What follows belongs to an exercise in optimizing a design on an open flow for small area, a short achievable clock period and few clock cycles; a production flow would make more cautious choices.
In this exercise RTL edits were held to simulation tests only and were not proved equivalent to the original.
Power is estimated from default activity; no workload was simulated.

[flow/standard.sh]
#!/bin/bash
# synth_recipe.tcl (not shown) runs the flow's synth.tcl, then flattens the netlist and writes it again
# the make line also repeats each setting of config.mk as NAME=value (left out here)
make -C /OpenROAD-flow-scripts/flow DESIGN_CONFIG=/design/flow/config.mk WORK_HOME=/design/flow/orfs CLKGATE_MAP_FILE= SYNTH_SCRIPT=/design/flow/synth_recipe.tcl "${@:-finish}"
[flow/constraint.sdc]
create_clock -name core_clock -period 18.0 [get_ports {clk}]
set_input_delay 3.6000 -clock core_clock [delete_from_list [all_inputs] [get_ports {clk}]]
set_output_delay 3.6000 -clock core_clock [all_outputs]
set_load 0.01 [all_outputs]
[flow/flow/run.sh]
#!/bin/bash
set -euo pipefail
bash standard.sh \
    SETUP_SLACK_MARGIN=13 \
    "BUFFER_PORTS_ARGS=-buffer_cell sky130_fd_sc_hd__buf_2" \
    finish > flow_make.log 2>&1
[flow/design.v]
module owc #(
    parameter [7:0] FAMILY_A = 8'h10,
    parameter [7:0] FAMILY_B = 8'h28
) (
    input             clk,
    input             rst,         
    input             cmd_valid,
    input      [15:0] cmd,
    output reg        rsp_valid,
    output     [15:0] rsp,
    output            bus_req,
    output     [1:0]  bus_op,      
    output            bus_wbit,
    input             bus_ack,
    input             bus_rbit
);
    localparam [2:0] C_OK = 3'd0, C_BUSEMPTY = 3'd1, C_ADDRCRC = 3'd2,
                     C_UNSUPPORTED = 3'd3, C_SPADCRC = 3'd4, C_NOMORE = 3'd5,
                     C_NODATA = 3'd6, C_ILLEGAL = 3'd7;
    localparam [1:0] PH_IDLE = 2'd0, PH_SEARCHING = 2'd1, PH_EXHAUSTED = 2'd2;
    localparam [2:0] ST_RESET = 3'b000, ST_ID = 3'b001, ST_CMP = 3'b101,
                     ST_CMD = 3'b010, ST_DIR = 3'b110;
    localparam [2:0] AX_IDLE = 3'b000, AX_PEND_S = 3'b001, AX_PEND_D = 3'b010,
                     AX_DEC3 = 3'b101,
                     AX_RDB = 3'b110;
    reg  [7:0]  crc_r;
    reg         ck, fd;
    reg  [1:0]  phase;
    reg  [6:0]  lastd;
    reg  [63:0] rom;       
    reg         romz;      
    reg  [71:0] bufr;      
    reg         ng;        
    reg  [15:0] mag;       
    reg         dv;        
    wire [13:0] bcd_r;     
    reg         busy;
    reg  [2:0]  st;
    reg  [6:0]  k;
    reg  [6:0]  last_zero;
    reg  [63:0] work;
    reg         id_bit;
    reg  [7:0]  crc_w;     
    reg  [7:0]  cacc;      
    reg  [3:0]  cp;
    reg  [2:0]  rcode;
    reg  [7:0]  rdata;
    assign rsp      = {5'd0, rcode, rdata};
    assign bus_req  = busy;
    assign bus_op   = st[1:0];
    assign bus_wbit = st[2] ? work[63] : k[2];
    function [7:0] crc8_byte;
        input [7:0] c_in;
        input [7:0] b;
        reg   [7:0] c;
        integer n;
        begin
            c = c_in ^ b;
            for (n = 0; n < 8; n = n + 1)
                c = c[0] ? ((c >> 1) ^ 8'h8C) : (c >> 1);
            crc8_byte = c;
        end
    endfunction
    function [6:0] inc7;
        input [6:0] a;
        integer n;
        begin
            for (n = 0; n < 7; n = n + 1)
                inc7[n] = a[n] ^ ((a & ((7'd1 << n) - 7'd1)) == ((7'd1 << n) - 7'd1));
        end
    endfunction
    function lt7;
        input [6:0] a, b;
        integer n;
        reg lt, eq;
        begin
            lt = 1'b0; eq = 1'b1;
            for (n = 6; n >= 0; n = n - 1) begin
                lt = lt | (eq & !a[n] & b[n]);
                eq = eq & (a[n] == b[n]);
            end
            lt7 = lt;
        end
    endfunction
    wire [3:0] opc = cmd[15:12];
    wire [3:0] fa  = cmd[11:8];
    wire [7:0] fd8 = cmd[7:0];
    wire a0  = (fa == 4'd0);
    wire ad0 = a0 && (fd8 == 8'd0);
    wire addr_mapped = (fd8[7:6] == 2'b00) && (fd8[3] == 1'b0 || (fd8[5:4] == 2'b10 && fd8[2:0] == 3'd0));
    wire idle = !busy && (st == AX_IDLE);
    wire take = cmd_valid && idle;
    wire op_nop  = (opc == 4'h0) && ad0;
    wire op_clr  = (opc == 4'h1) && ad0;
    wire op_upd  = (opc == 4'h2) && a0;
    wire op_chka = (opc == 4'h3) && ad0;
    wire op_chks = (opc == 4'h4) && ad0;
    wire op_srst = (opc == 4'h5) && ad0;
    wire op_next = (opc == 4'h6) && ad0;
    wire op_dec  = (opc == 4'h7) && a0;
    wire op_wrb  = (opc == 4'h8) && (!fa[3] || fa[2:0] == 3'd0);
    wire op_rd   = (opc == 4'h9) && a0 && addr_mapped;
    wire legal   = op_nop | op_clr | op_upd | op_chka | op_chks | op_srst |
                   op_next | op_dec | op_wrb | op_rd;
    wire rd_buf  = (fd8[5:4] == 2'd2);
    wire fam_ok  = (fd8 == FAMILY_A) || (fd8 == FAMILY_B);
    wire exh     = (phase == PH_EXHAUSTED);
    wire       rdb     = !busy && (st == AX_RDB);
    wire [3:0] bsel    = rdb ? k[3:0] : cp;
    wire [7:0] buf_sel = bsel[3] ? bufr[71:64] : bufr[8*bsel[2:0] +: 8];
    wire       restart = take && op_wrb && !fa[3] && (fa[2:0] <= cp[2:0] || cp[3]);
    wire       sp_rdy  = cp[3];
    wire       sp_ok   = (cacc == bufr[71:64]);
    wire [11:0] whole = mag[15:4];
    wire [3:0]  fq    = mag[3:0];
    wire [127:0] FTAB = {8'h93, 8'h87, 8'h81, 8'h75, 8'h68, 8'h62, 8'h56, 8'h50,
                         8'h43, 8'h37, 8'h31, 8'h25, 8'h18, 8'h12, 8'h06, 8'h00};
    wire [7:0] fbcd = FTAB[8*fq +: 8];
    wire [127:0] FRTAB = 128'h5d57514b443e38322b251f19120c0600;
    wire [6:0] frac = FRTAB[8*fq +: 7];
    wire [3:0] w0 = bcd_r[3:0], w1 = bcd_r[7:4], w2 = bcd_r[11:8];
    wire [1:0] w3 = bcd_r[13:12];
    wire sig3 = (whole[11:10] != 2'd0) || (&whole[9:5] && (whole[4] || whole[3]));
    wire sig2 = (whole[11:7] != 5'd0) || (whole[6] && whole[5] && (whole[4] || whole[3] || whole[2]));
    wire sig1 = (whole[11:4] != 8'd0) || (whole[3] && (whole[2] || whole[1]));
    wire [1:0] nsig = {sig2, (sig1 && !sig2) || sig3};
    reg  [3:0] tlen;
    always @* begin
        case ({dv, nsig, ng})
            4'b1000: tlen = 4'd4;
            4'b1001: tlen = 4'd5;
            4'b1010: tlen = 4'd5;
            4'b1011: tlen = 4'd6;
            4'b1100: tlen = 4'd6;
            4'b1101: tlen = 4'd7;
            4'b1110: tlen = 4'd7;
            4'b1111: tlen = 4'd8;
            default: tlen = 4'd0;
        endcase
    end
    wire [7:0] sym [0:7];
    assign sym[0] = {4'h3, fbcd[3:0]};
    assign sym[1] = {4'h3, fbcd[7:4]};
    assign sym[2] = 8'h2E;
    assign sym[3] = {4'h3, w0};
    assign sym[4] = sig1 ? {4'h3, w1} : 8'h2D;
    assign sym[5] = sig2 ? {4'h3, w2} : 8'h2D;
    assign sym[6] = sig3 ? {6'b001100, w3} : 8'h2D;
    assign sym[7] = 8'h2D;
    reg  [7:0] tmask;      
    always @* begin
        case (tlen)
            4'd4: tmask = 8'h0F;
            4'd5: tmask = 8'h1F;
            4'd6: tmask = 8'h3F;
            4'd7: tmask = 8'h7F;
            4'd8: tmask = 8'hFF;
            default: tmask = 8'h00;
        endcase
    end
    reg  [31:0] rsel;
    integer pj;
    always @* begin
        for (pj = 0; pj < 8; pj = pj + 1)
            rsel[4*pj +: 4] = {!tmask[pj], tlen[2:0] - 3'd1 - pj[2:0]};
    end
    wire [2:0] tj   = fd8[2:0];
    wire [3:0] rp   = rsel[4*tj +: 4];
    wire [7:0] tch  = rp[3] ? 8'h00 : sym[rp[2:0]];
    wire [15:0] nraw = bufr[15:0];
    wire        nneg = nraw[15];
    reg  [15:0] nmag;
    integer i;
    always @* begin
        for (i = 0; i < 16; i = i + 1)
            nmag[i] = nraw[i] ^ (nneg && (i > 0) && ((nraw & ((16'd1 << i) - 16'd1)) != 16'd0));
    end
    reg [7:0] rd_data;
    always @* begin
        case (fd8[5:4])
            2'd0: case (fd8[2:0])
                3'd0: rd_data = crc_r;
                3'd1: rd_data = {5'd0, ng && dv, fd, ck};
                3'd2: rd_data = {6'd0, phase};
                3'd3: rd_data = {1'b0, lastd};
                3'd4: rd_data = dv ? whole[7:0] : 8'h00;
                3'd5: rd_data = {4'd0, dv ? whole[11:8] : 4'h0};
                3'd6: rd_data = {1'b0, dv ? frac : 7'h00};
                default: rd_data = {4'd0, tlen};
            endcase
            2'd1: rd_data = romz ? 8'h00 : rom[8*fd8[2:0] +: 8];
            default: rd_data = tch;
        endcase
    end
    wire disc = !id_bit && !bus_rbit;
    wire dir  = !disc ? id_bit :
                lt7(k, lastd) ? work[0] :            
                (k == lastd);
    wire step     = busy && bus_ack;
    wire ev_abort = step && ((st == ST_RESET && !bus_rbit) || (st == ST_CMP && id_bit && bus_rbit));
    wire ev_done  = step && (st == ST_DIR) && k[6];
    wire ps_fire  = !busy && (st == AX_PEND_S) && sp_rdy;
    wire pd_fire  = !busy && (st == AX_PEND_D) && sp_rdy;
    wire dec3     = !busy && (st == AX_DEC3);
    wire crcn_ok  = (crc_w == rom[63:56]);
    wire [7:0] crcn = crc8_byte(crc_r, fd8);
    wire c_next_go = op_next && !exh;
    wire c_chks_w  = op_chks && !sp_rdy;
    wire c_dec_now = op_dec && (!fam_ok || sp_rdy);         
    wire c_dec_w   = op_dec && fam_ok && !sp_rdy;
    wire c_rdb     = op_rd && rd_buf;
    wire dec_set   = (take && c_dec_now) || pd_fire;        
    wire dec_good  = (take ? fam_ok : 1'b1) && sp_ok;       
    wire c_defer   = c_next_go || c_chks_w || c_dec_w || c_rdb ||
                     (c_dec_now && fam_ok && sp_ok);
    wire rv_d = ev_abort || ev_done || ps_fire || (pd_fire && !sp_ok) || dec3 || rdb ||
                (take && !c_defer);
    wire [7:0] rdata_d =
          ({8{ev_done}}                       & work[7:0])
        | ({8{ps_fire || pd_fire}}            & cacc)
        | ({8{dec3}}                          & {4'd0, tlen})
        | ({8{rdb}}                           & buf_sel)
        | ({8{idle && op_upd}}                & crcn)
        | ({8{idle && op_chka && fd}}         & crc_w)
        | ({8{idle && (op_chks || (op_dec && fam_ok))}} & cacc)
        | ({8{idle && (op_wrb || (op_dec && !fam_ok))}} & fd8)
        | ({8{idle && op_rd}}                 & rd_data);
    wire [2:0] rcode_d =
          ({3{ev_abort}}                                   & C_BUSEMPTY)
        | ({3{(ps_fire || pd_fire) && !sp_ok}}             & C_SPADCRC)
        | ({3{idle && !legal}}                             & C_ILLEGAL)
        | ({3{idle && op_chka && !fd}}                     & C_NODATA)
        | ({3{idle && op_chka && fd && !crcn_ok}}          & C_ADDRCRC)
        | ({3{idle && op_chks && !sp_ok}}                  & C_SPADCRC)
        | ({3{idle && op_next && exh}}                     & C_NOMORE)
        | ({3{idle && op_dec && !fam_ok}}                  & C_UNSUPPORTED)
        | ({3{idle && op_dec && fam_ok && !sp_ok}}         & C_SPADCRC);
    always @(posedge clk) begin
        rdata     <= rdata_d;
        rcode     <= rcode_d;
        rsp_valid <= !rst && rv_d;
    end
    always @(posedge clk) begin
        if (rst)
            crc_r <= 8'h00;
        else if (take && (op_clr || op_upd))
            crc_r <= op_upd ? crcn : 8'h00;
    end
    always @(posedge clk) begin
        if (rst)
            ck <= 1'b0;
        else if (take && op_chka)
            ck <= fd && crcn_ok;
        else if ((take && ((op_chks && sp_rdy) || c_dec_now)) || ps_fire || pd_fire)
            ck <= (take && op_dec) ? (fam_ok && sp_ok) : sp_ok;
    end
    always @(posedge clk) begin
        if (rst) begin
            fd    <= 1'b0;
            phase <= PH_IDLE;
            lastd <= 7'd0;
        end else if (ev_abort) begin
            fd    <= 1'b0;
            phase <= PH_EXHAUSTED;
            lastd <= 7'd0;
        end else if (ev_done) begin
            fd    <= 1'b1;
            phase <= (last_zero == 7'd0) ? PH_EXHAUSTED : PH_SEARCHING;
            lastd <= last_zero;
        end else if (take && op_srst) begin
            fd    <= 1'b0;
            phase <= PH_IDLE;
            lastd <= 7'd0;
        end else if (take && op_next && exh) begin
            fd    <= 1'b0;
        end
    end
    always @(posedge clk) begin
        if (ev_done)
            rom <= work;
    end
    always @(posedge clk) begin
        if (rst)
            romz <= 1'b1;
        else if (ev_done)
            romz <= 1'b0;
    end
    wire [7:0] bwd = fd8 & {8{!rst}};
    genvar gb;
    generate
        for (gb = 0; gb < 9; gb = gb + 1) begin : g_buf
            always @(posedge clk) begin
                if (rst || (take && op_wrb && fa == gb))
                    bufr[8*gb +: 8] <= bwd;
            end
        end
    endgenerate
    always @(posedge clk) begin
        if (take && op_dec) begin
            ng  <= nneg;
            mag <= nmag;
        end
    end
    always @(posedge clk) begin
        if (rst)
            dv <= 1'b0;
        else if (dec_set)
            dv <= dec_good;
    end
    reg  [13:0] dd_out;
    reg  [3:0]  dg;
    reg         cy, ge5;
    integer bi, bq;
    always @* begin
        dd_out = {10'd0, whole[11:8]};
        for (bi = 7; bi >= 0; bi = bi - 1) begin
            cy = whole[bi];
            for (bq = 0; bq < 3; bq = bq + 1) begin
                dg  = dd_out[4*bq +: 4];
                ge5 = dg[3] | (dg[2] & (dg[1] | dg[0]));
                dd_out[4*bq +: 4] = {(dg[2] & !dg[1] & !dg[0]) | (dg[3] & dg[0]),
                                     (!dg[2] & dg[1]) | (dg[2] & dg[1] & dg[0]) | (dg[3] & !dg[0]),
                                     (!dg[3] & !dg[2] & dg[0]) | (dg[2] & dg[1] & !dg[0]) | (dg[3] & !dg[0]),
                                     cy};
                cy = ge5;
            end
            dd_out[13:12] = {dd_out[12], cy};
        end
    end
    assign bcd_r = dd_out;
    always @(posedge clk) begin
        if (rst) begin
            busy <= 1'b0;
            st   <= AX_IDLE;
        end else if (busy) begin
            if (ev_abort || ev_done) begin
                busy <= 1'b0;
                st   <= AX_IDLE;
            end else if (step) begin
                case (st)
                    ST_RESET: st <= ST_CMD;
                    ST_CMD:   if (k[2:0] == 3'd7) st <= ST_ID;
                    ST_ID:    st <= ST_CMP;
                    ST_CMP:   st <= ST_DIR;
                    default:  st <= ST_ID;
                endcase
            end
        end else begin
            case (st)
                AX_IDLE: if (take) begin
                    if (c_next_go) begin
                        busy <= 1'b1;
                        st   <= ST_RESET;
                    end else if (c_chks_w)
                        st <= AX_PEND_S;
                    else if (c_dec_w)
                        st <= AX_PEND_D;
                    else if (c_dec_now && fam_ok && sp_ok)
                        st <= AX_DEC3;
                    else if (c_rdb)
                        st <= AX_RDB;
                end
                AX_PEND_S: if (sp_rdy) st <= AX_IDLE;
                AX_PEND_D: if (sp_rdy) st <= sp_ok ? AX_DEC3 : AX_IDLE;
                default:   st <= AX_IDLE;
            endcase
        end
    end
    always @(posedge clk) begin
        if (step) begin
            case (st)
                ST_RESET: k <= 7'd0;
                ST_CMD:   k <= (k[2:0] == 3'd7) ? 7'd1 : inc7(k);
                ST_DIR:   k <= inc7(k);
                default:  ;
            endcase
        end else if (take && c_rdb) begin
            k[3:0] <= fd8[3:0];
        end
    end
    always @(posedge clk) begin
        if (step && st == ST_ID)
            id_bit <= bus_rbit;
    end
    always @(posedge clk) begin
        if (step && st == ST_CMP)
            work <= {dir, work[63:1]};
    end
    always @(posedge clk) begin
        if (step && st == ST_CMD)
            last_zero <= 7'd0;
        else if (step && st == ST_CMP && disc && !dir)
            last_zero <= k;
    end
    always @(posedge clk) begin
        if (step && st == ST_CMD)
            crc_w <= 8'h00;
        else if (step && st == ST_CMP && !(k[6] || (k[5:3] == 3'd7 && k[2:0] != 3'd0)))
            crc_w <= {1'b0, crc_w[7:1]} ^ ((crc_w[0] ^ dir) ? 8'h8C : 8'h00);
    end
    always @(posedge clk) begin
        if (rst) begin
            cacc <= 8'h00;
            cp   <= 4'd8;
        end else if (restart) begin
            cacc <= 8'h00;
            cp   <= 4'd0;
        end else if (!sp_rdy && !rdb) begin
            cacc <= crc8_byte(cacc, buf_sel);
            cp   <= {cp[3] | (&cp[2:0]), cp[2] ^ (&cp[1:0]), cp[1] ^ cp[0], !cp[0]};
        end
    end
endmodule
[flow/config.mk]
export PLATFORM = sky130hd
export DESIGN_NAME = owc
export DESIGN_NICKNAME = owc
export VERILOG_FILES = /design/flow/design.v
export SDC_FILE = /design/flow/constraint.sdc
export NUM_CORES = 4
export LEC_CHECK = 0
export ABC_AREA = 1
export CAP_MARGIN = 20
export CORE_MARGIN = 2
export CORE_UTILIZATION = 70
export CTS_BUF_LIST = sky130_fd_sc_hd__clkbuf_8
export CTS_CLUSTER_DIAMETER = 50
export CTS_CLUSTER_SIZE = 14
export GPL_TIMING_DRIVEN = 1
export PLACE_DENSITY = 0.85
export SLEW_MARGIN = 20
export TNS_END_PERCENT = 25
==> results of run 1 <==
repair_timing:
action,in CTS,in global routing
gates resized for setup,62,84
gates cloned,1,1
pin swaps,12,29
setup buffers,21,15
setup endpoints to repair,68,104
layout make-up:
class | count | area (sq um)
inverters | 201 | 772.0
flip-flops and latches | 289 | 8039
repair buffers | 86 | 691.9
multi-input cells | 1113 | 6720
clock buffers | 30 | 412.9
diodes | 2 | 5.005
well taps | 275 | 344.1
fillers | 1310 | 3953
clock inverters | 24 | 150.1
flip-flops by register name, indices dropped and copies added (netlist names), 8 cells and up:
name,cells
rom,64
crc_r,8
cacc,8
crc_w,8
rdata,8
mag,16
work,64
bufr,72
cell usage in the layout, fill, tap and decap left out, types with 5 or more instances in the layout:
cell type | Yosys | routed
nand2_1 | 330 | 324
edfxtp_1 | 225 | 225
inv_1 | 180 | 178
nand3_1 | 133 | 128
nor2_1 | 137 | 110
a21oi_1 | 75 | 67
dfxtp_1 | 64 | 63
o21ai_0 | 64 | 56
buf_4 | 8 | 44
xor2_1 | 39 | 34
clkbuf_8 | 0 | 30
buf_2 | 10 | 30
a22oi_1 | 33 | 29
inv_2 | 17 | 27
nand2_2 | 22 | 27
o211ai_1 | 26 | 26
o21ai_1 | 18 | 24
ha_1 | 24 | 24
nand4_1 | 23 | 23
o22ai_1 | 21 | 18
nor2_4 | 1 | 17
or2_2 | 16 | 16
xnor2_1 | 19 | 15
nor2_2 | 3 | 14
a211oi_1 | 18 | 14
nand3_2 | 6 | 11
a221oi_1 | 15 | 11
nor3_1 | 18 | 10
a31oi_1 | 10 | 10
o21ai_2 | 5 | 7
xor2_2 | 4 | 7
a21oi_2 | 0 | 7
clkinvlp_4 | 0 | 6
o2111ai_1 | 7 | 6
xnor2_2 | 3 | 6
nor3_2 | 1 | 5
nor4_1 | 5 | 5
conb_1 | 1 | 5
final timing paths:
| path | endpoint | depth (start not counted) |
|---|---|---|
| worst min-delay path | rom[36]$_DFFE_PP_ | 0 |
| worst min register to register | rom[36]$_DFFE_PP_ | 0 |
| worst max-delay path | rdata[5]$_DFF_P_ | 15 |
| worst max register to register | rdata[4]$_DFF_P_ | 22 |
worst register-to-register path, cell delays in order, from the launching register on:
cell and delay [ns]:
edfxtp_1 0.51, nor2_1 0.23, nand2_1 0.07, nor2_1 0.19, nand3_1 0.26, inv_1 0.13
o21ai_0 0.16, ha_1 0.23, nand2_1 0.09, nand2_2 0.17, nor2_4 0.26, inv_1 0.16
ha_1 0.26, xnor2_2 0.25, xor2_1 0.20, nand2_1 0.12, o211ai_4 0.14, xor2_1 0.28
nor2_1 0.16, a221oi_1 0.29, o211ai_1 0.19, nand2_1 0.14, o211ai_1 0.10
cell families after synthesis:
group	after synthesis	share of synthesized area
other cells	1	0.0002481
fa+ha+maj	24	0.01987
compound gates	318	0.1358
xor+xnor	66	0.04296
simple gates	700	0.2039
flops	289	0.5318
buf+inv	244	0.06540
metal layers:
metal / GRT usage / vias to the layer above / wire (um)
met2: 0.6020 / 939 / 20260
met1: 0.5004 / 6061 / 16150
li1: - / 5875 / -
met3: 0.09006 / 197 / 5185
met4: 0.1617 / 0 / 2119
met5: 0 / - / 0
metrics by stage:
step / utilization / hold slack [ns] / total power, mW
final: 0.8126 / 0.4516 / 1.486
after CTS: 0.7901 / 0.4536 / 1.449
after global placement: 0.7415 / 0.4246 / 1.037
after floorplan: - / 0.4215 / 0.9703
after global routing: 0.8123 / 0.4627 / 1.530
after detailed placement: 0.7415 / 0.4302 / 1.045
report_power, final:
group / total (mW) / internal (mW) / switching [mW]
clock: 0.406 / 0.163 / 0.243
combinational: 0.318 / 0.0998 / 0.218
sequential: 0.762 / 0.740 / 0.0220
==> flow_metrics.tcl, run 1 <==
set metrics [dict create \
    chipWidth_um 150.9 \
    synth_ff_type "edfxtp_1" \
    drt_wl_total_mm 43.72 \
    dr.first_iter.drc_count 1576 \
    relSlewSlack 0.3870 \
    placed_cell_area_sq_um 15640 \
    crit_path_start "cmd[1]" \
    arrival_ns 5.62 \
    fin_ws_ns 12.83 \
    synth_top_area_frac 0.4470 \
    start_util 0.7167 \
    die-height_um 150.9 \
    r2r-start "mag[14]$_DFFE_PP_" \
    fin_crit_ns 5.171 \
    dr.pass1.iters 6 \
    cts.sinks 289 \
    vias_per_cell 6.471 \
    synth_area_leaders "edfxtp_1 (45%), dfxtp_1 (8.5%), nand2_1 (8.2%), inv_1 (4.5%), nand3_1 (4.4%)" \
    dp_cells 1926 \
    finalInstanceArea_sq_um 17140 \
    hold_start "work[36]$_DFFE_PP_" \
    synthArstFlopShare 0 \
    avgSynthCellArea_sq_um 9.205 \
    ff2ff_setup_slack_ns 13.27 \
    port_buffers 36 \
    rsz0062_at_grt "true" \
    yosysTopAreaCell "edfxtp_1" \
    ir_drop_uv 113.0 \
    post-dp-hpwl_mm 30.81 \
    critPathLaunchType "input pin" \
    yosysMostFrequentCell "nand2_1" \
    setup_tns_ns 0 \
    leakage_nw 6.603 \
    status "timing/DRC/antenna clean" \
    wl_per_cell_um 21.64 \
    critPathTopFamily "compound AO/OA/AOI/OAI gates" \
    drcViolationCount 0 \
    globalplace.congestion 1.019 \
    area_growth_pct 13.37 \
    endpoint_kind "flip-flop" \
    numCtsBuffers 29 \
    core_sq_um 21090 \
    worst_pin_slew_ns 0.9162 \
    path_clk_slew_ns 0.09 \
    netlist_top_cells_count "nand2_1 (330), edfxtp_1 (225), inv_1 (180)" \
    h-tree-depth 1 \
    cp.required_ns 18.45 \
    io_pins 42 \
    ys_ff_latch 289 \
    cap_violations 0 \
    rows 53 \
    cts_tree "done" \
    grt_max_degree 67 \
    syn_area_sq_um 15110 \
    finalSetupViolCount 0 \
    grt_pass1_vias 12140 \
    synth-edff-count 225 \
    clock-skew-final_ns 0.03520 \
    instances_no_fill 2020 \
    crit_fanout 7 \
    yosysWarnings 1 \
    grt_usage 0.3780 \
    crit_type "input pin to flip-flop" \
    ys_types 55 \
    clockBufferDepth 3 \
    final_layout_size_suffix_gt1_frac 0.1853 \
    fmax_mhz 193.4 \
    timing.final.crit_share 0.2873 \
    gr-total-overflow 0 \
    die-area_sq_um 22780 \
    hold_violations 0 \
    synth_cells 1642 \
    cts_hold_buf 0 \
    nNetsFinal 1765 \
    synth-seq-area-share 0.5318 \
    crit_path_max_incr_delay_ns 0.27 \
    grt_pass1_wl_mm 65.32 \
    p_per_area_nw_per_um2 86.73 \
    vias 13070 \
    pre_cts_ws_ns 11.37 \
    antenna_left 0 \
    crit_buf_inv 4 \
    insertion_delay_ns 0.61 \
    cts-root-buf "clkbuf_8" \
    antenna_found_initial 3 \
    cpMaxStageDelayCell "a21oi_4" \
    hp-class "flip-flop to flip-flop" \
    crit_path_cell_trace "buf_12 -> nor2_4 -> inv_2 -> nor2_4 -> inv_2 -> nor2_4 -> inv_2 -> o22ai_2 -> nand2_2 -> a21oi_4 -> nor2_1 -> a221oi_1 -> o21ai_0 -> a211oi_1 -> o21ai_1" \
    slew_violations 0 \
]
Testbench counts, summed over its fixed seeds: cycles 38,903.
==> run 2: changes to the inputs <==
--- a/flow/design.v
+++ b/flow/design.v
@@ -159,12 +159,6 @@
         endcase
     end
-    reg  [31:0] rsel;
-    integer pj;
-    always @* begin
-        for (pj = 0; pj < 8; pj = pj + 1)
-            rsel[4*pj +: 4] = {!tmask[pj], tlen[2:0] - 3'd1 - pj[2:0]};
-    end
     wire [2:0] tj   = fd8[2:0];
-    wire [3:0] rp   = rsel[4*tj +: 4];
+    wire [3:0] rp   = tlen - 4'd1 - {1'b0, tj};
     wire [7:0] tch  = rp[3] ? 8'h00 : sym[rp[2:0]];
     wire [15:0] nraw = bufr[15:0];
--- a/flow/config.mk
+++ b/flow/config.mk
@@ -9,10 +9,9 @@
 export CAP_MARGIN = 20
 export CORE_MARGIN = 2
-export CORE_UTILIZATION = 70
+export CORE_UTILIZATION = 60
 export CTS_BUF_LIST = sky130_fd_sc_hd__clkbuf_8
 export CTS_CLUSTER_DIAMETER = 50
 export CTS_CLUSTER_SIZE = 14
-export GPL_TIMING_DRIVEN = 1
-export PLACE_DENSITY = 0.85
+export PLACE_DENSITY = 0.75
 export SLEW_MARGIN = 20
-export TNS_END_PERCENT = 25
+export TNS_END_PERCENT = 10
==> run 2 against run 1 <==
Against the previous run:
- clock power is 8.4% higher
- still clean on timing, DRC and antenna
- hold slack worse by 0.0032 ns
- register-to-register slack hardly changed
==> flow_metrics.tcl, run 2 <==
set metrics [dict create \
    status "timing/DRC/antenna clean" \
    path_clk_slew_ns 0.09 \
    grt_util_met3 0.05337 \
    finalSetupViolCount 0 \
    grt_max_degree 69 \
    h-tree-depth 1 \
    ir_drop_uv 94.22 \
    vias 12410 \
    synth_ff_type "edfxtp_1" \
    drcViolationCount 0 \
    synth-seq-area-share 0.5369 \
    timing.rr.end "rdata[0]$_DFF_P_" \
    die-area_sq_um 26230 \
    grt_pass1_wl_mm 64.09 \
    hold_ws_ns 0.4483 \
    numCtsBuffers 31 \
    area_growth_pct 15.36 \
    synthArstFlopShare 0 \
    start_util 0.6138 \
    cts.sinks 289 \
    antenna_found_initial 0 \
    reg_top3 "bufr: 72 flops, rom: 64 flops, work: 64 flops" \
    fin_crit_ns 5.181 \
    min_path_cells 0 \
    fin_ws_ns 12.82 \
    timing.final.crit_share 0.2878 \
    hold_start "work[10]$_DFFE_PP_" \
    cp.required_ns 18.48 \
    grt_usage 0.3211 \
    globalplace.congestion 0.9869 \
    slew_violations 0 \
    synth_cells 1626 \
    crit_buf_inv 2 \
    layout_commonest_cell "nand2_1" \
    finalInstanceArea_sq_um 17270 \
    arrival_ns 5.66 \
    clockBufferDepth 3 \
    cpMaxStageDelayCell "xor2_2" \
    insertion_delay_ns 0.61 \
    netlist_top_cells_count "nand2_1 (336), edfxtp_1 (225), inv_1 (190)" \
    critPathLaunchType "input pin" \
    r2r-start "mag[8]$_DFFE_PP_" \
    grt-busiest-layer "met2" \
    met2_usage 0.5066 \
    leakage_nw 6.644 \
    wl_per_cell_um 20.58 \
    antenna_left 0 \
    chipWidth_um 162.0 \
    cts-root-buf "clkbuf_8" \
    rows 57 \
    clock-skew-final_ns 0.03888 \
    power_mw 1.532 \
    dp_cells 1953 \
    utilization 0.7081 \
    instances_no_fill 2069 \
    crit_path_cell_trace "buf_2 -> xor2_1 -> xor2_2 -> xor2_2 -> buf_4 -> nand2_1 -> a21oi_1 -> a211oi_1 -> o221ai_1 -> a21oi_1 -> nand2_1" \
    cts_hold_buf 0 \
    critPathTopFamily "compound AO/OA/AOI/OAI gates" \
    dr.first_iter.drc_count 1377 \
    rsz0062_at_grt "true" \
    yosysWarnings 1 \
    die-height_um 162.0 \
    crit_fanout 7 \
    synth_top_area_frac 0.4513 \
    rr_worst_depth 18 \
    cts_tree "done" \
    final_cell_mix "nand2_1 (327), edfxtp_1 (225), inv_1 (173)" \
    fill_cells 1857 \
    n_antenna_cell 0 \
    ff2ff_setup_slack_ns 13.28 \
    post-dp-hpwl_mm 30.01 \
    ys_ff_latch 289 \
    gr-total-overflow 0 \
    dr.pass1.iters 6 \
    nNetsFinal 1767 \
    fmax_mhz 193.0 \
    crit_type "input pin to flip-flop" \
    yosysMostFrequentCell "nand2_1" \
    hold_end "rom[10]$_DFFE_PP_" \
    largest_register_ffs 72 \
    grt_use_met1 0.4543 \
    synth_area_leaders "edfxtp_1 (45%), dfxtp_1 (8.6%), nand2_1 (8.4%), inv_1 (4.8%), nand3_1 (4.1%)" \
    core_sq_um 24390 \
    vias_per_cell 5.996 \
    avgSynthCellArea_sq_um 9.207 \
    io_pins 42 \
    p_per_area_nw_per_um2 88.69 \
    placed_cell_area_sq_um 15640 \
    worst_pin_slew_ns 1.048 \
    synth-edff-count 225 \
    syn_area_sq_um 14970 \
    endpoint_kind "flip-flop" \
    yosysTopAreaCell "edfxtp_1" \
    drt_wl_total_mm 42.57 \
    cap_violations 0 \
    final_layout_size_suffix_gt1_frac 0.1966 \
    regMostFlops "bufr" \
    grt_pass1_vias 11560 \
    hold_violations 0 \
    hp-class "flip-flop to flip-flop" \
    relSlewSlack 0.3005 \
    port_buffers 36 \
    setup_tns_ns 0 \
    pre_cts_ws_ns 11.38 \
    crit_path_max_incr_delay_ns 0.29 \
    ys_types 57 \
]
[run 2: repair_timing]
item | 4_1_cts | 5_1_grt
endpoints found under the setup margin | 151 | 109
pin swaps | 18 | 20
cloned | 3 | 1
setup buffers | 37 | 21
gates resized for setup | 75 | 53
[run 2: worst max-delay path by stage]
stage	cells after the start	startpoint	end	slack, ns
6_report	11	cmd[3]	rdata[1]$_DFF_P_	12.82
5_1_grt	11	cmd[3]	rdata[1]$_DFF_P_	12.75
4_1_cts	5	cmd_valid	bufr[17]$_DFFE_PP_	12.93
3_5_place_dp	14	bus_ack	st[0]$_SDFFE_PP0P_	11.38
3_3_place_gp	15	bus_ack	st[0]$_SDFFE_PP0P_	11.44
2_1_floorplan	17	cmd[0]	rdata[2]$_DFF_P_	12.46
[run 2: report_power, final]
part | internal (mW) | switching (mW)
registers | 0.741 | 0.0192
logic | 0.121 | 0.211
clock network | 0.193 | 0.247
[run 2: layer usage]
metal  part of all wire  routed length [um]
met1               0.42               17790
met2               0.46               19510
met3              0.088                3742
met4              0.036                1537
met5                  0                   0
[run 2: kinds of logic (layout without fill, tap and decap cells)]
| group | Yosys count | count (layout) | synth area share |
|---|---|---|---|
| fa+ha+maj | 22 | 22 | 0.01889 |
| flops | 289 | 289 | 0.5369 |
| xor+xnor | 68 | 68 | 0.04279 |
| compound gates | 310 | 310 | 0.1331 |
| simple gates | 689 | 691 | 0.2013 |
| buf+inv | 247 | 360 | 0.06669 |
| other cells | 1 | 5 | 0.0002505 |
[run 2: final cells by class]
cell class,count,area [sq um],area share
Clock buffer,33,454.2,0.02630
Multi-Input combinational cell,1096,6583,0.3811
Tap cell,324,405.4,0.02347
Timing Repair Buffer,103,810.8,0.04695
Clock inverter,21,171.4,0.009925
Inverter,203,807.0,0.04673
Sequential cell,289,8039,0.4655
[run 2: worst register-to-register path, stage by stage, from the launching register on]
cell      delay [ns]
edfxtp_1        0.44
inv_1           0.26
a21oi_1         0.14
a31oi_1         0.37
o21ai_0         0.26
ha_1            0.24
a21oi_1         0.53
o21ai_0         0.53
fa_2            0.79
clkinv_4        0.14
nor3_4          0.26
inv_2           0.07
o211ai_1        0.17
a21oi_1         0.06
nand3_1         0.12
nand2_1         0.06
nand2_1         0.09
nand2_1         0.07
nand2_1         0.07
Testbench counts of run 2, summed over its fixed seeds: cycles 38,903.
==> run 3: changes to the inputs <==
--- a/flow/config.mk
+++ b/flow/config.mk
@@ -9,9 +9,10 @@
 export CAP_MARGIN = 20
 export CORE_MARGIN = 2
-export CORE_UTILIZATION = 60
+export CORE_UTILIZATION = 65
 export CTS_BUF_LIST = sky130_fd_sc_hd__clkbuf_8
 export CTS_CLUSTER_DIAMETER = 50
 export CTS_CLUSTER_SIZE = 14
-export PLACE_DENSITY = 0.75
+export GPL_TIMING_DRIVEN = 1
+export PLACE_DENSITY = 0.8
 export SLEW_MARGIN = 20
 export TNS_END_PERCENT = 10
==> run 3 against run 2 <==
Against the previous run:
- routed wire length grew 1.1%
- critical endpoint is now rdata[4]$_DFF_P_
- critical path type unchanged
- maximum frequency is essentially flat
- hold slack gained 0.0030 ns
- first-iteration DRC count grew 3.6%
- sequential cell count is the same
==> flow_metrics.tcl, run 3 <==
set metrics [dict create \
    cts_hold_buf 0 \
    grt_pass1_wl_mm 64.36 \
    die-area_sq_um 24260 \
    instances_no_fill 2028 \
    start_util 0.6612 \
    synth_cells 1626 \
    critPathLaunchType "input pin" \
    endpoint_kind "flip-flop" \
    fill_cells 1549 \
    leakage_nw 6.678 \
    dr.first_iter.drc_count 1427 \
    yosysMostFrequentCell "nand2_1" \
    numCtsBuffers 29 \
    gr-total-overflow 0 \
    seqPwrFrac 0.506 \
    cts.sinks 289 \
    n_antenna_cell 0 \
    netlist_top_cells_count "nand2_1 (336), edfxtp_1 (225), inv_1 (190)" \
    intPower_mw 1.023 \
    avgSynthCellArea_sq_um 9.207 \
    cts_tree "done" \
    ys_types 57 \
    final_cell_mix "nand2_1 (325), edfxtp_1 (225), inv_1 (181)" \
    fmax_mhz 193.1 \
    synth_ff_type "edfxtp_1" \
    drcViolationCount 0 \
    crit_end "rdata[4]$_DFF_P_" \
    chipWidth_um 155.8 \
    fin_crit_ns 5.179 \
    die-height_um 155.8 \
    crit_fanout 6 \
    crit_type "input pin to flip-flop" \
    power_mw 1.504 \
    finalSetupViolCount 0 \
    ys_ff_latch 289 \
    antenna_left 0 \
    synth-edff-count 225 \
    regArea_sq_um 8038 \
    grt_max_degree 67 \
    hold_violations 0 \
    nNetsFinal 1763 \
    grt_usage 0.3488 \
    synth_top_area_frac 0.4513 \
    yosysTopAreaCell "edfxtp_1" \
    insertion_delay_ns 0.62 \
    pre_cts_ws_ns 11.57 \
    fin_ws_ns 12.82 \
    p_sw_mw 0.4806 \
    rows 55 \
    wl_per_cell_um 21.22 \
    p_comb_frac 0.220 \
    placed_cell_area_sq_um 15580 \
    clock-skew-final_ns 0.05756 \
    area_growth_pct 15.55 \
    crit_path_start "cmd[0]" \
    h-tree-depth 1 \
    core_sq_um 22640 \
    worst_pin_slew_ns 0.9585 \
    path_clk_slew_ns 0.09 \
    globalplace.congestion 0.9562 \
    timing.final.crit_share 0.2877 \
    grt_pass1_vias 11710 \
    synth-seq-area-share 0.5369 \
    ff2ff_setup_slack_ns 13.35 \
    final_layout_size_suffix_gt1_frac 0.1974 \
    largest_register_ffs 72 \
    utilization 0.7641 \
    swShare 0.3196 \
    r2r-start "mag[8]$_DFFE_PP_" \
    crit_path_cell_trace "buf_12 -> clkinv_8 -> ha_4 -> inv_2 -> fa_2 -> nor3_2 -> inv_1 -> o21ai_1 -> a221oi_2 -> a221oi_1 -> nand2_1 -> o221ai_1" \
    relSlewSlack 0.3586 \
    post-dp-hpwl_mm 29.84 \
    yosysWarnings 1 \
    cpMaxStageDelayCell "fa_2" \
    dr.pass1.iters 5 \
    p_clk_frac 0.274 \
    ir_drop_uv 84.90 \
    hp-class "flip-flop to flip-flop" \
    regMostFlops "bufr" \
    synth_area_leaders "edfxtp_1 (45%), dfxtp_1 (8.6%), nand2_1 (8.4%), inv_1 (4.8%), nand3_1 (4.1%)" \
    syn_area_sq_um 14970 \
    multiInputGateArea_sq_um 6659 \
    arrival_ns 5.68 \
    synthArstFlopShare 0 \
    antenna_found_initial 0 \
    port_buffers 36 \
    vias 12600 \
    rsz0062_at_grt "true" \
    rr_worst_depth 20 \
    p_per_area_nw_per_um2 86.93 \
    cap_violations 0 \
    finalInstanceArea_sq_um 17300 \
    reg_top3 "bufr: 72 flops, rom: 64 flops, work: 64 flops" \
    timing.rr.end "rdata[3]$_DFF_P_" \
    cp.required_ns 18.51 \
    setup_tns_ns 0 \
    io_pins 42 \
    layout_commonest_cell "nand2_1" \
    status "timing/DRC/antenna clean" \
    slew_violations 0 \
    clockBufferDepth 3 \
    cts-root-buf "clkbuf_8" \
    crit_path_max_incr_delay_ns 0.51 \
    drt_wl_total_mm 43.04 \
    vias_per_cell 6.211 \
    hold_ws_ns 0.4513 \
    dp_cells 1913 \
]
==> run 3: cell counts after synthesis <==
No cell type changed its count.
==> run 3: kinds of logic (layout without fill, tap and decap cells) <==
| family | count (synthesis) | in the layout | synth area share |
|---|---|---|---|
| flops | 289 | 289 | 0.5369 |
| fa+ha+maj | 22 | 22 | 0.01889 |
| simple gates | 689 | 689 | 0.2013 |
| xor+xnor | 68 | 68 | 0.04279 |
| compound gates | 310 | 310 | 0.1331 |
| buf+inv | 247 | 360 | 0.06669 |
| other cells | 1 | 5 | 0.0002505 |
==> run 3: worst max-delay path, delay by kind of cell <==
family                   cells  cell delay, ns
adder cells (fa/ha/maj)      2            0.66
buffers and inverters        4            0.34
AND/OR/NAND/NOR              2            0.37
AO/OA/AOI/OAI                4            0.71
==> run 3: per-layer routing <==
metal,vias up,part of all wire,global-route usage
met5,-,0,0
met4,0,0.036,0.1075
met3,132,0.11,0.06778
met2,745,0.46,0.5712
met1,5910,0.39,0.4763
li1,5808,-,-
==> run 3: layout make-up <==
type / count / area share
timing repair buffer: 103 / 0.05027
multi-input combinational: 1094 / 0.3849
clock buffer: 31 / 0.02466
sequential: 289 / 0.4646
clock inverter: 23 / 0.008318
tap: 285 / 0.02061
inverter: 203 / 0.04658
==> run 3: worst min-delay path by stage <==
stage	startpoint	end	slack, ns	cells after the start
after global routing	work[43]$_DFFE_PP_	work[42]$_DFFE_PP_	0.46	0
after CTS	work[41]$_DFFE_PP_	work[40]$_DFFE_PP_	0.45	0
final	work[33]$_DFFE_PP_	rom[33]$_DFFE_PP_	0.45	0
after global placement	work[10]$_DFFE_PP_	rom[10]$_DFFE_PP_	0.42	0
after detailed placement	work[37]$_DFFE_PP_	work[36]$_DFFE_PP_	0.43	0
after floorplan	work[10]$_DFFE_PP_	rom[10]$_DFFE_PP_	0.42	0
==> run 3: what timing repair did <==
action                                  in CTS  in global routing
endpoints found under the setup margin     119                111
gates resized for setup                     84                 53
gates cloned                                 2                  0
setup buffers                               38                 21
pin swaps                                   28                 23
==> run 3: power groups by stage <==
stage | clock (mW) | sequential, mW | combinational, mW
2_1_floorplan | 0 | 0.769 | 0.188
3_3_place_gp | 0 | 0.774 | 0.255
3_5_place_dp | 0 | 0.775 | 0.257
4_1_cts | 0.410 | 0.760 | 0.295
5_1_grt | 0.435 | 0.763 | 0.352
6_report | 0.412 | 0.761 | 0.331
==> run 4: changes to the inputs <==
--- a/flow/design.v
+++ b/flow/design.v
@@ -86,6 +86,6 @@
     wire [3:0] fa  = cmd[11:8];
     wire [7:0] fd8 = cmd[7:0];
-    wire a0  = (fa == 4'd0);
-    wire ad0 = a0 && (fd8 == 8'd0);
+    wire a0, ad0;
+    owc_zero u_zero (.x(cmd[11:0]), .hi_zero(a0), .all_zero(ad0));
     wire addr_mapped = (fd8[7:6] == 2'b00) && (fd8[3] == 1'b0 || (fd8[5:4] == 2'b10 && fd8[2:0] == 3'd0));
     wire idle = !busy && (st == AX_IDLE);
@@ -159,6 +159,12 @@
         endcase
     end
+    reg  [31:0] rsel;
+    integer pj;
+    always @* begin
+        for (pj = 0; pj < 8; pj = pj + 1)
+            rsel[4*pj +: 4] = {!tmask[pj], tlen[2:0] - 3'd1 - pj[2:0]};
+    end
     wire [2:0] tj   = fd8[2:0];
-    wire [3:0] rp   = tlen - 4'd1 - {1'b0, tj};
+    wire [3:0] rp   = rsel[4*tj +: 4];
     wire [7:0] tch  = rp[3] ? 8'h00 : sym[rp[2:0]];
     wire [15:0] nraw = bufr[15:0];
@@ -406,2 +412,10 @@
     end
 endmodule
+module owc_zero (
+    input  [11:0] x,
+    output        hi_zero,     
+    output        all_zero     
+);
+    assign hi_zero  = (x[11:8] == 4'd0);
+    assign all_zero = (x == 12'd0);
+endmodule
--- a/flow/config.mk
+++ b/flow/config.mk
@@ -9,10 +9,10 @@
 export CAP_MARGIN = 20
 export CORE_MARGIN = 2
-export CORE_UTILIZATION = 65
+export CORE_UTILIZATION = 60
 export CTS_BUF_LIST = sky130_fd_sc_hd__clkbuf_8
 export CTS_CLUSTER_DIAMETER = 50
 export CTS_CLUSTER_SIZE = 14
-export GPL_TIMING_DRIVEN = 1
-export PLACE_DENSITY = 0.8
+export PLACE_DENSITY = 0.75
 export SLEW_MARGIN = 20
+export SYNTH_HIERARCHICAL = 1
 export TNS_END_PERCENT = 10
==> run 4 against run 3 <==
Against the previous run:
- still clean
- power increased by 8.4%
- setup slack improved by 0.061 ns
- clock power increased by 7.3%
- utilization decreased by 6.9 points
- non-clock buffer count decreased by 5
- register-to-register slack about the same
- critical path depth increased by 4
- largest cell class unchanged
- largest power group unchanged
- highest routed layer unchanged
==> flow_metrics.tcl, run 4 <==
set metrics [dict create \
    final_layout_size_suffix_gt1_frac 0.1750 \
    drcViolationCount 0 \
    globalplace.congestion 0.9944 \
    cp.required_ns 18.56 \
    critPathLaunchType "input pin" \
    synthArstFlopShare 0 \
    post-dp-hpwl_mm 30.76 \
    setup_tns_ns 0 \
    layout_commonest_cell "nand2_1" \
    swShare 0.3239 \
    clock-skew-final_ns 0.02487 \
    io_pins 42 \
    syn_area_sq_um 15180 \
    worst_pin_slew_ns 1.044 \
    cts_tree "done" \
    reg_top3 "bufr: 72 flops, rom: 64 flops, work: 64 flops" \
    regMostFlops "bufr" \
    yosysTopAreaCell "edfxtp_1" \
    cts-root-buf "clkbuf_8" \
    insertion_delay_ns 0.61 \
    chipWidth_um 163.0 \
    synth-seq-area-share 0.5296 \
    synth_top_area_frac 0.4452 \
    antenna_left 0 \
    die-height_um 163.0 \
    fmax_mhz 195.4 \
    grt_usage 0.3147 \
    yosysWarnings 7 \
    synth_area_leaders "edfxtp_1 (45%), dfxtp_1 (8.4%), nand2_1 (8.4%), inv_1 (4.5%), nand3_1 (4.5%)" \
    drt_wl_total_mm 42.52 \
    core_sq_um 25040 \
    timing.final.crit_share 0.2843 \
    rows 58 \
    p_comb_frac 0.257 \
    grt_pass1_vias 11640 \
    cts_hold_buf 0 \
    ys_ff_latch 289 \
    fin_crit_ns 5.118 \
    grt_pass1_wl_mm 64.01 \
    relSlewSlack 0.3014 \
    dr.first_iter.drc_count 1463 \
    endpoint_kind "flip-flop" \
    p_clk_frac 0.271 \
    arrival_ns 5.67 \
    antenna_found_initial 0 \
    placed_cell_area_sq_um 15690 \
    p_sw_mw 0.5282 \
    largest_register_ffs 72 \
    h-tree-depth 1 \
    finalSetupViolCount 0 \
    n_antenna_cell 0 \
    start_util 0.6061 \
    ys_types 64 \
    slew_violations 0 \
    seqPwrFrac 0.472 \
    dr.pass1.iters 6 \
    synth_cells 1660 \
    area_growth_pct 14.65 \
    synth_ff_type "edfxtp_1" \
    p_per_area_nw_per_um2 93.73 \
    rsz0062_at_grt "true" \
    leakage_nw 6.656 \
    vias_per_cell 5.971 \
    status "timing/DRC/antenna clean" \
    gr-total-overflow 0 \
    final_cell_mix "nand2_1 (329), edfxtp_1 (225), inv_1 (185)" \
    netlist_top_cells_count "nand2_1 (338), edfxtp_1 (225), inv_1 (182)" \
    yosysMostFrequentCell "nand2_1" \
    avgSynthCellArea_sq_um 9.142 \
    vias 12580 \
    finalInstanceArea_sq_um 17400 \
    crit_fanout 4 \
    cap_violations 0 \
    intPower_mw 1.103 \
    path_clk_slew_ns 0.09 \
    die-area_sq_um 26580 \
    hp-class "flip-flop to flip-flop" \
    numCtsBuffers 29 \
    hold_violations 0 \
    ir_drop_uv 75.88 \
    cts.sinks 289 \
    nNetsFinal 1799 \
    grt_max_degree 73 \
    synth-edff-count 225 \
    crit_type "input pin to flip-flop" \
    port_buffers 36 \
    clockBufferDepth 3 \
    wl_per_cell_um 20.18 \
]
==> run 4: through the flow <==
step                      power (mW)    util  worst slack (ns)  hold WS (ns)  instances
final                          1.631  0.6950             12.88        0.4449       2107
after global routing           1.699  0.6950             12.80        0.4586       2107
after CTS                      1.584  0.6648             12.90        0.4477       2068
after detailed placement       1.135  0.6265             11.43        0.4297       1998
after global placement         1.137  0.6265             11.60        0.4230       1998
after floorplan                1.045       -             12.32        0.4215       1664
==> run 4: Yosys stat by module (local to each module, per instance) <==
module	flip-flops and latches	copies in the design	cells
owc	289	1	1639
owc_zero	0	1	21
==> run 4: layout make-up <==
cell class                      instances  area (sq um)
Sequential cell                       289          8038
Fill cell                            1976          7637
Multi-Input combinational cell       1126          6683
Timing Repair Buffer                   98         828.3
Inverter                              210         813.3
Clock buffer                           30         412.9
Tap cell                              330         412.9
Clock inverter                         24         211.5
==> run 4: cells by family (layout without fill, tap and decap cells) <==
kind of cell | Yosys count | in the layout | synth area share
AND/OR/NAND/NOR | 729 | 729 | 0.2118
AO/OA/AOI/OAI | 299 | 299 | 0.1270
flip-flops | 289 | 289 | 0.5296
buffers and inverters | 249 | 362 | 0.06629
XOR/XNOR | 69 | 69 | 0.04526
adder cells (fa/ha/maj) | 24 | 24 | 0.01979
other | 1 | 5 | 0.0002471
==> run 4: power by group through the flow <==
stage / sequential, mW / clock [mW] / combinational [mW]
2_1_floorplan: 0.779 / 0 / 0.266
3_3_place_gp: 0.783 / 0 / 0.354
3_5_place_dp: 0.784 / 0 / 0.352
4_1_cts: 0.768 / 0.448 / 0.367
5_1_grt: 0.773 / 0.473 / 0.454
6_report: 0.770 / 0.442 / 0.420
==> run 4: layer usage <==
metal / up-vias / routed length, um / track usage
li1: 5925 / - / -
met1: 5943 / 17500 / 0.4416
met2: 605 / 19510 / 0.4906
met3: 107 / 3957 / 0.05790
met4: 0 / 1553 / 0.1207
met5: - / 0 / 0
==> run 4: what timing repair did <==
action,in CTS,in global routing
gates resized for setup,59,88
cloned,0,2
pin swaps,8,27
setup buffers,16,37
endpoints found under the setup margin,173,89
==> run 4: final timing paths <==
check                                   startpoint           endpoint  slack [ns]  cells after the start
worst min-delay path            work[49]$_DFFE_PP_  rom[49]$_DFFE_PP_        0.44                      0
worst max register to register   mag[13]$_DFFE_PP_   rdata[2]$_DFF_P_       13.36                     27
worst max-delay path                        cmd[1]   rdata[1]$_DFF_P_       12.88                     16
worst min register to register  work[49]$_DFFE_PP_  rom[49]$_DFFE_PP_        0.44                      0
==> run 4: worst max-delay path: stages <==
cell and delay [ns]:
buf_12 0.12, nor2_4 0.12, inv_2 0.06, nor2_4 0.12, nand2_1 0.06, nand2_1 0.07, nand3_2 0.11, buf_6 0.15
nor4_4 0.32, inv_2 0.09, nor2_4 0.18, inv_2 0.09, a221o_1 0.28, a211oi_2 0.15, nand2_1 0.09, nand2_1 0.06
Testbench counts of run 4, summed over its fixed seeds: cycles 38,903.
==> run 5: changes to the inputs <==
--- a/flow/design.v
+++ b/flow/design.v
@@ -86,6 +86,6 @@
     wire [3:0] fa  = cmd[11:8];
     wire [7:0] fd8 = cmd[7:0];
-    wire a0, ad0;
-    owc_zero u_zero (.x(cmd[11:0]), .hi_zero(a0), .all_zero(ad0));
+    wire a0  = (fa == 4'd0);
+    wire ad0 = a0 && (fd8 == 8'd0);
     wire addr_mapped = (fd8[7:6] == 2'b00) && (fd8[3] == 1'b0 || (fd8[5:4] == 2'b10 && fd8[2:0] == 3'd0));
     wire idle = !busy && (st == AX_IDLE);
@@ -216,4 +216,24 @@
     wire rv_d = ev_abort || ev_done || ps_fire || (pd_fire && !sp_ok) || dec3 || rdb ||
                 (take && !c_defer);
+    wire o_upd  = (opc == 4'h2);
+    wire o_chka = (opc == 4'h3);
+    wire o_chks = (opc == 4'h4);
+    wire o_next = (opc == 4'h6);
+    wire o_dec  = (opc == 4'h7);
+    wire o_wrb  = (opc == 4'h8);
+    wire o_rd   = (opc == 4'h9);
+    wire [7:0] cmd_data =
+          ({8{o_upd}}                         & crcn)
+        | ({8{o_chka && fd}}                  & crc_w)
+        | ({8{o_chks || (o_dec && fam_ok)}}   & cacc)
+        | ({8{o_wrb || (o_dec && !fam_ok)}}   & fd8)
+        | ({8{o_rd}}                          & rd_data);
+    wire [2:0] cmd_code =
+          ({3{o_chka && !fd}}                 & C_NODATA)
+        | ({3{o_chka && fd && !crcn_ok}}      & C_ADDRCRC)
+        | ({3{o_chks && !sp_ok}}              & C_SPADCRC)
+        | ({3{o_next && exh}}                 & C_NOMORE)
+        | ({3{o_dec && !fam_ok}}              & C_UNSUPPORTED)
+        | ({3{o_dec && fam_ok && !sp_ok}}     & C_SPADCRC);
     wire [7:0] rdata_d =
           ({8{ev_done}}                       & work[7:0])
@@ -221,19 +241,9 @@
         | ({8{dec3}}                          & {4'd0, tlen})
         | ({8{rdb}}                           & buf_sel)
-        | ({8{idle && op_upd}}                & crcn)
-        | ({8{idle && op_chka && fd}}         & crc_w)
-        | ({8{idle && (op_chks || (op_dec && fam_ok))}} & cacc)
-        | ({8{idle && (op_wrb || (op_dec && !fam_ok))}} & fd8)
-        | ({8{idle && op_rd}}                 & rd_data);
+        | ({8{idle && legal}}                 & cmd_data);
     wire [2:0] rcode_d =
           ({3{ev_abort}}                                   & C_BUSEMPTY)
         | ({3{(ps_fire || pd_fire) && !sp_ok}}             & C_SPADCRC)
-        | ({3{idle && !legal}}                             & C_ILLEGAL)
-        | ({3{idle && op_chka && !fd}}                     & C_NODATA)
-        | ({3{idle && op_chka && fd && !crcn_ok}}          & C_ADDRCRC)
-        | ({3{idle && op_chks && !sp_ok}}                  & C_SPADCRC)
-        | ({3{idle && op_next && exh}}                     & C_NOMORE)
-        | ({3{idle && op_dec && !fam_ok}}                  & C_UNSUPPORTED)
-        | ({3{idle && op_dec && fam_ok && !sp_ok}}         & C_SPADCRC);
+        | ({3{idle}} & (legal ? cmd_code : C_ILLEGAL));
     always @(posedge clk) begin
         rdata     <= rdata_d;
@@ -412,10 +422,2 @@
     end
 endmodule
-module owc_zero (
-    input  [11:0] x,
-    output        hi_zero,     
-    output        all_zero     
-);
-    assign hi_zero  = (x[11:8] == 4'd0);
-    assign all_zero = (x == 12'd0);
-endmodule
--- a/flow/config.mk
+++ b/flow/config.mk
@@ -9,10 +9,10 @@
 export CAP_MARGIN = 20
 export CORE_MARGIN = 2
-export CORE_UTILIZATION = 60
+export CORE_UTILIZATION = 65
 export CTS_BUF_LIST = sky130_fd_sc_hd__clkbuf_8
 export CTS_CLUSTER_DIAMETER = 50
 export CTS_CLUSTER_SIZE = 14
-export PLACE_DENSITY = 0.75
+export GPL_TIMING_DRIVEN = 1
+export PLACE_DENSITY = 0.8
 export SLEW_MARGIN = 20
-export SYNTH_HIERARCHICAL = 1
 export TNS_END_PERCENT = 10
==> run 5 against run 4 <==
Against the previous run:
- sequential power fell by 2%
- die area fell by 8.7%
- hold slack improved by 0.00082 ns
- first-iteration DRC count fell by 12%
- register-to-register slack got worse by 0.05 ns
- final cell count fell by 3.7%
- via count fell by 0.31%
- non-clock buffer count fell by 30
- routed wire length fell by 2.7%
- sequential cell count did not move
- synthesized cell count fell by 0.24%
- clock power fell by 7.9%
- highest routed layer is now met5
==> flow_metrics.tcl, run 5 <==
set metrics [dict create \
    start_util 0.6612 \
    synth_top_area_frac 0.4513 \
    utilization 0.7356 \
    finalSetupViolCount 0 \
    gr-total-overflow 0 \
    cap_violations 0 \
    layout_commonest_cell "nand2_1" \
    setup_tns_ns 0 \
    core_sq_um 22640 \
    crit_type "flip-flop to primary output" \
    crit_fanout 5 \
    path_clk_slew_ns 0.09 \
    insertion_delay_ns 0.62 \
    cts-root-buf "clkbuf_8" \
    endpoint_kind "primary output" \
    nNetsFinal 1767 \
    status "timing/DRC/antenna clean" \
    ys_types 53 \
    arrival_ns 1.55 \
    netlist_top_cells_count "nand2_1 (385), edfxtp_1 (225), inv_1 (192)" \
    worst_pin_slew_ns 0.9463 \
    drt_wl_total_mm 41.35 \
    dp_cells 1951 \
    crit_path_max_incr_delay_ns 0.51 \
    syn_area_sq_um 14970 \
    vias 12540 \
    globalplace.congestion 1.033 \
    crit_path_cell_trace "inv_2 -> o21ai_0 -> buf_2" \
    grt_usage 0.3396 \
    slew_violations 0 \
    leakage_nw 6.405 \
    port_buffers 36 \
    instances_no_fill 2030 \
    synth_area_leaders "edfxtp_1 (45%), nand2_1 (9.7%), dfxtp_1 (8.6%), inv_1 (4.8%), nand3_1 (4.4%)" \
    yosysTopAreaCell "edfxtp_1" \
    vias_per_cell 6.178 \
    cts.sinks 289 \
    cts_tree "done" \
    numCtsBuffers 29 \
    cp.required_ns 14.40 \
    synth_ff_type "edfxtp_1" \
    hold_violations 0 \
    post-dp-hpwl_mm 30.20 \
    rr_worst_depth 23 \
    grt_max_degree 63 \
    die-area_sq_um 24260 \
    finalInstanceArea_sq_um 16650 \
    n_antenna_cell 0 \
    avgSynthCellArea_sq_um 9.040 \
    timing.rr.end "rdata[4]$_DFF_P_" \
    wl_per_cell_um 20.37 \
    yosysMostFrequentCell "nand2_1" \
    crit_path_start "k[2]$_DFFE_PP_" \
    ff2ff_setup_slack_ns 13.31 \
    synth_cells 1656 \
    grt_pass1_vias 11750 \
    ys_ff_latch 289 \
    ir_drop_uv 86.41 \
    h-tree-depth 1 \
    synthArstFlopShare 0 \
    relSlewSlack 0.3668 \
    regMostFlops "bufr" \
    die-height_um 155.8 \
    dr.first_iter.drc_count 1294 \
    grt_pass1_wl_mm 63.50 \
    largest_register_ffs 72 \
    r2r-start "mag[14]$_DFFE_PP_" \
    area_growth_pct 11.25 \
    final_cell_mix "nand2_1 (376), edfxtp_1 (225), inv_1 (193)" \
    clockBufferDepth 3 \
    synth-seq-area-share 0.5369 \
    dr.pass1.iters 5 \
    hp-class "flip-flop to flip-flop" \
    chipWidth_um 155.8 \
    p_per_area_nw_per_um2 87.32 \
    rsz0062_at_grt "true" \
    antenna_left 0 \
    fin_crit_ns 5.147 \
    timing.final.crit_share 0.2859 \
    fmax_mhz 194.3 \
    crit_end "bus_wbit" \
    yosysWarnings 1 \
    synth-edff-count 225 \
    drcViolationCount 0 \
    power_mw 1.454 \
    rows 55 \
    reg_top3 "bufr: 72 flops, rom: 64 flops, work: 64 flops" \
    clock-skew-final_ns 0.05548 \
    cts_hold_buf 0 \
    critPathLaunchType "flip-flop" \
    antenna_found_initial 1 \
    final_layout_size_suffix_gt1_frac 0.1278 \
    io_pins 42 \
    placed_cell_area_sq_um 15590 \
    cpMaxStageDelayCell "edfxtp_1" \
]
==> run 5: cell types whose count changed in the layout (fill, tap and decap cells not counted), sizes merged, moves of 7 or more <==
cell | previous run | this run
buf | 96 | 68
nand2 | 359 | 386
o22ai | 16 | 27
nor2 | 146 | 136
a22oi | 32 | 23
nand3 | 139 | 131
o31ai | 1 | 9
xnor2 | 21 | 29
o2111ai | 5 | 12
or2 | 15 | 8
==> run 5: layout make-up <==
type / count / area [sq um]
inverter: 204 / 780.7
clock buffer: 31 / 426.7
timing repair buffer: 68 / 483.0
multi-input combinational: 1130 / 6420
tap: 285 / 356.6
fill: 1697 / 5986
clock inverter: 23 / 150.1
sequential: 289 / 8038
==> run 5: per-layer routing <==
metal	vias up	wire length, um	global-route usage
met3	105	3998	0.06139
met2	671	18920	0.5394
met1	5888	16910	0.4797
li1	5875	-	-
met4	2	1516	0.1088
met5	-	10	0
==> run 5: logic make-up (layout without fill, tap and decap cells) <==
kind of cell / count (synthesis) / after routing / share of synthesized area
fa+ha+maj: 24 / 24 / 0.02006
xor+xnor: 70 / 71 / 0.04396
other cells: 1 / 5 / 0.0002505
compound gates: 309 / 309 / 0.1319
simple gates: 719 / 720 / 0.2016
mux: 1 / 1 / 0.0006686
flops: 289 / 289 / 0.5369
buf+inv: 243 / 326 / 0.06469
==> run 5: critical path, delay by kind of cell (launching register included) <==
kind	cells	cell delay (ns)
buf+inv	2	0.34
flops	1	0.51
compound gates	1	0.09
==> run 5: how the worst min path moves through the flow <==
stage | cells after the start | start | endpoint
after floorplan | 0 | work[10]$_DFFE_PP_ | rom[10]$_DFFE_PP_
after global placement | 0 | work[32]$_DFFE_PP_ | rom[32]$_DFFE_PP_
after detailed placement | 0 | work[31]$_DFFE_PP_ | work[30]$_DFFE_PP_
after CTS | 0 | work[54]$_DFFE_PP_ | work[53]$_DFFE_PP_
after global routing | 0 | work[32]$_DFFE_PP_ | work[31]$_DFFE_PP_
final | 0 | work[52]$_DFFE_PP_ | rom[52]$_DFFE_PP_
==> run 5: what timing repair did <==
action                                  4_1_cts  5_1_grt
buffers inserted                             13       10
gates cloned                                  2        0
endpoints found under the setup margin      137      144
pin swaps                                     8       16
resized for setup                            32       40
==> run 5: through the flow <==
stage / hold slack (ns) / worst slack [ns]
2_1_floorplan: 0.4215 / 12.67
3_3_place_gp: 0.4231 / 11.70
3_5_place_dp: 0.4306 / 11.72
4_1_cts: 0.4402 / 12.70
5_1_grt: 0.4615 / 12.78
6_report: 0.4457 / 12.85
==> run 5: where the power goes <==
part | switching (mW) | internal [mW] | total [mW]
Sequential | 0.0183 | 0.740 | 0.758
Clock | 0.239 | 0.168 | 0.407
Combinational | 0.192 | 0.0966 | 0.289
Testbench counts of run 5, summed over its fixed seeds: cycles 38,903.
==> run 6: changes to the inputs <==
--- a/flow/config.mk
+++ b/flow/config.mk
@@ -16,3 +16,3 @@
 export PLACE_DENSITY = 0.8
 export SLEW_MARGIN = 20
-export TNS_END_PERCENT = 10
+export TNS_END_PERCENT = 20
==> run 6 against run 5 <==
Against the previous run:
- still clean on timing, DRC and antenna
- hold slack worse by 0.0079 ns
- setup slack worse by 0.036 ns
- largest cell class unchanged
- critical path type is now input pin to flip-flop
- register-to-register slack worse by 0.07 ns
==> flow_metrics.tcl, run 6 <==
set metrics [dict create \
    die-height_um 155.8 \
    vias 12600 \
    drcViolationCount 0 \
    syn_area_sq_um 14970 \
    crit_end "rdata[4]$_DFF_P_" \
    synth_ff_type "edfxtp_1" \
    wl_per_cell_um 20.42 \
    timing.final.crit_share 0.2879 \
    setup_tns_ns 0 \
    io_pins 42 \
    die-area_sq_um 24260 \
    cts_tree "done" \
    avgSynthCellArea_sq_um 9.040 \
    grt_pass1_vias 11750 \
    synth-seq-area-share 0.5369 \
    pre_cts_ws_ns 11.72 \
    cp.required_ns 18.55 \
    status "timing/DRC/antenna clean" \
    rows 55 \
    antenna_left 0 \
    hold_start "work[52]$_DFFE_PP_" \
    final_cell_mix "nand2_1 (376), edfxtp_1 (225), inv_1 (193)" \
    r2r-start "mag[14]$_DFFE_PP_" \
    rr_worst_depth 23 \
    power_mw 1.456 \
    worst_pin_slew_ns 0.9333 \
    chipWidth_um 155.8 \
    clock-skew-final_ns 0.05924 \
    ys_ff_latch 289 \
    post-dp-hpwl_mm 30.20 \
    p_per_area_nw_per_um2 87.26 \
    instances_no_fill 2031 \
    cpMaxStageDelayCell "a2111oi_1" \
    drt_wl_total_mm 41.48 \
    relSlewSlack 0.3755 \
    cts-root-buf "clkbuf_8" \
    n_antenna_cell 0 \
    insertion_delay_ns 0.62 \
    fmax_mhz 192.9 \
    fill_cells 1696 \
    clockBufferDepth 3 \
    arrival_ns 5.74 \
    placed_cell_area_sq_um 15590 \
    synth_cells 1656 \
    slew_violations 0 \
    hold_violations 0 \
    grt_max_degree 63 \
    critPathTopFamily "compound AO/OA/AOI/OAI gates" \
    ys_types 53 \
    dp_cells 1951 \
    grt_pass1_wl_mm 63.50 \
    synth-edff-count 225 \
    critPathLaunchType "input pin" \
    reg_top3 "bufr: 72 flops, rom: 64 flops, work: 64 flops" \
    hp-class "flip-flop to flip-flop" \
    path_clk_slew_ns 0.09 \
    grt_usage 0.3396 \
    layout_commonest_cell "nand2_1" \
    finalInstanceArea_sq_um 16680 \
    numCtsBuffers 29 \
    leakage_nw 6.416 \
    h-tree-depth 1 \
    yosysWarnings 1 \
    dr.pass1.iters 5 \
    yosysTopAreaCell "edfxtp_1" \
    cap_violations 0 \
    dr.first_iter.drc_count 1449 \
    crit_buf_inv 3 \
    core_sq_um 22640 \
    gr-total-overflow 0 \
    crit_fanout 8 \
]
-- run 6: cell types whose count changed in the layout (fill, tap and decap cells not counted), sizes merged --
cell / change
buf: +1
-- run 6: layout make-up --
class / count / area [sq um] / area share
tap: 285 / 356.6 / 0.02138
multi-input combinational: 1130 / 6427 / 0.3853
timing repair buffer: 69 / 503.0 / 0.03015
clock buffer: 31 / 426.7 / 0.02558
inverter: 204 / 780.7 / 0.04680
sequential: 289 / 8038 / 0.4818
clock inverter: 23 / 150.1 / 0.009000
-- run 6: repair_timing --
item,CTS,global route
pin swaps,8,17
cloned,2,0
buffers inserted,13,11
hold buffers,0,0
gates resized for setup,32,41
endpoints found under the setup margin,137,144
-- run 6: cells by family after synthesis --
logic type	share of synthesized area
AO/OA/AOI/OAI	0.1319
buffers and inverters	0.06469
AND/OR/NAND/NOR	0.2016
other	0.0002505
flip-flops	0.5369
XOR/XNOR	0.04396
multiplexers	0.0006686
adder cells (fa/ha/maj)	0.02006
-- run 6: through the flow --
| step | hold slack [ns] | util |
|---|---|---|
| 2_1_floorplan | 0.4215 | - |
| 3_3_place_gp | 0.4231 | 0.6885 |
| 3_5_place_dp | 0.4306 | 0.6887 |
| 4_1_cts | 0.4402 | 0.7243 |
| 5_1_grt | 0.4615 | 0.7368 |
| 6_report | 0.4378 | 0.7368 |
-- run 6: worst min-delay path by stage --
stage	to	slack, ns	cells after the start
2_1_floorplan	rom[10]$_DFFE_PP_	0.42	0
3_3_place_gp	rom[32]$_DFFE_PP_	0.42	0
3_5_place_dp	work[30]$_DFFE_PP_	0.43	0
4_1_cts	work[53]$_DFFE_PP_	0.44	0
5_1_grt	work[31]$_DFFE_PP_	0.46	0
6_report	rom[52]$_DFFE_PP_	0.44	0
-- run 6: worst reg2reg max path, stage by stage, from the launching register on --
cell and delay [ns]:
edfxtp_1 0.52, nor2_1 0.22, nand2_1 0.07, nor2_1 0.14, nand2_1 0.15, inv_1 0.14
o21ai_0 0.15, ha_1 0.22, nand2_1 0.08, nand2_1 0.22, a21oi_4 0.34, inv_1 0.15
ha_1 0.25, xnor2_2 0.23, nand3_1 0.11, nand3b_1 0.18, nand3_4 0.12, buf_4 0.16
xor2_2 0.17, nand2_1 0.11, o221ai_1 0.10, o31ai_1 0.52, o211ai_1 0.19, a21o_1 0.19
-- run 6: metal layers --
metal  track usage  vias to the layer above  routed length, um
li1              -                     5881                  -
met1        0.4797                     5945              16850
met2        0.5394                      673              18950
met3       0.06139                       99               4212
met4        0.1088                        2               1459
met5             0                        -                 10
-- run 6: power breakdown --
| group | internal (mW) | leakage [nW] | switching, mW |
|---|---|---|---|
| logic | 0.0972 | 3.58 | 0.193 |
| registers | 0.740 | 2.50 | 0.0182 |
| clock network | 0.168 | 0.335 | 0.240 |
| total | 1.01 | 6.42 | 0.451 |

## what the ideal ports hide
The flow's constraints put no driver on any port. The routed layouts listed below were extracted and timed again, unchanged, in two steps.
Step 1: set_driving_cell puts a clkbuf_16 on clk and a buf_2 on each other input, an assumption about the parent block.
Step 2 times the ports against the registers' clock, not the clock port: input delays grow and output delays shrink by t, the midpoint of the rising clock arrivals with the driver on.
Three values: no drivers, after step 1, after step 2; two values: the first two.
run | t, ns | setup WS [ns]
run 1 | 0.638 | 12.829 / 12.823 / 12.185
run 2 | 0.632 | 12.819 / 12.844 / 12.212
run 3 | 0.640 | 12.821 / 12.761 / 12.121
run 4 | 0.649 | 12.882 / 12.838 / 12.190
run 5 | 0.635 | 12.854 / 12.807 / 12.212
run 6 | 0.635 | 12.817 / 12.794 / 12.159
After both steps every run listed still meets setup and hold.
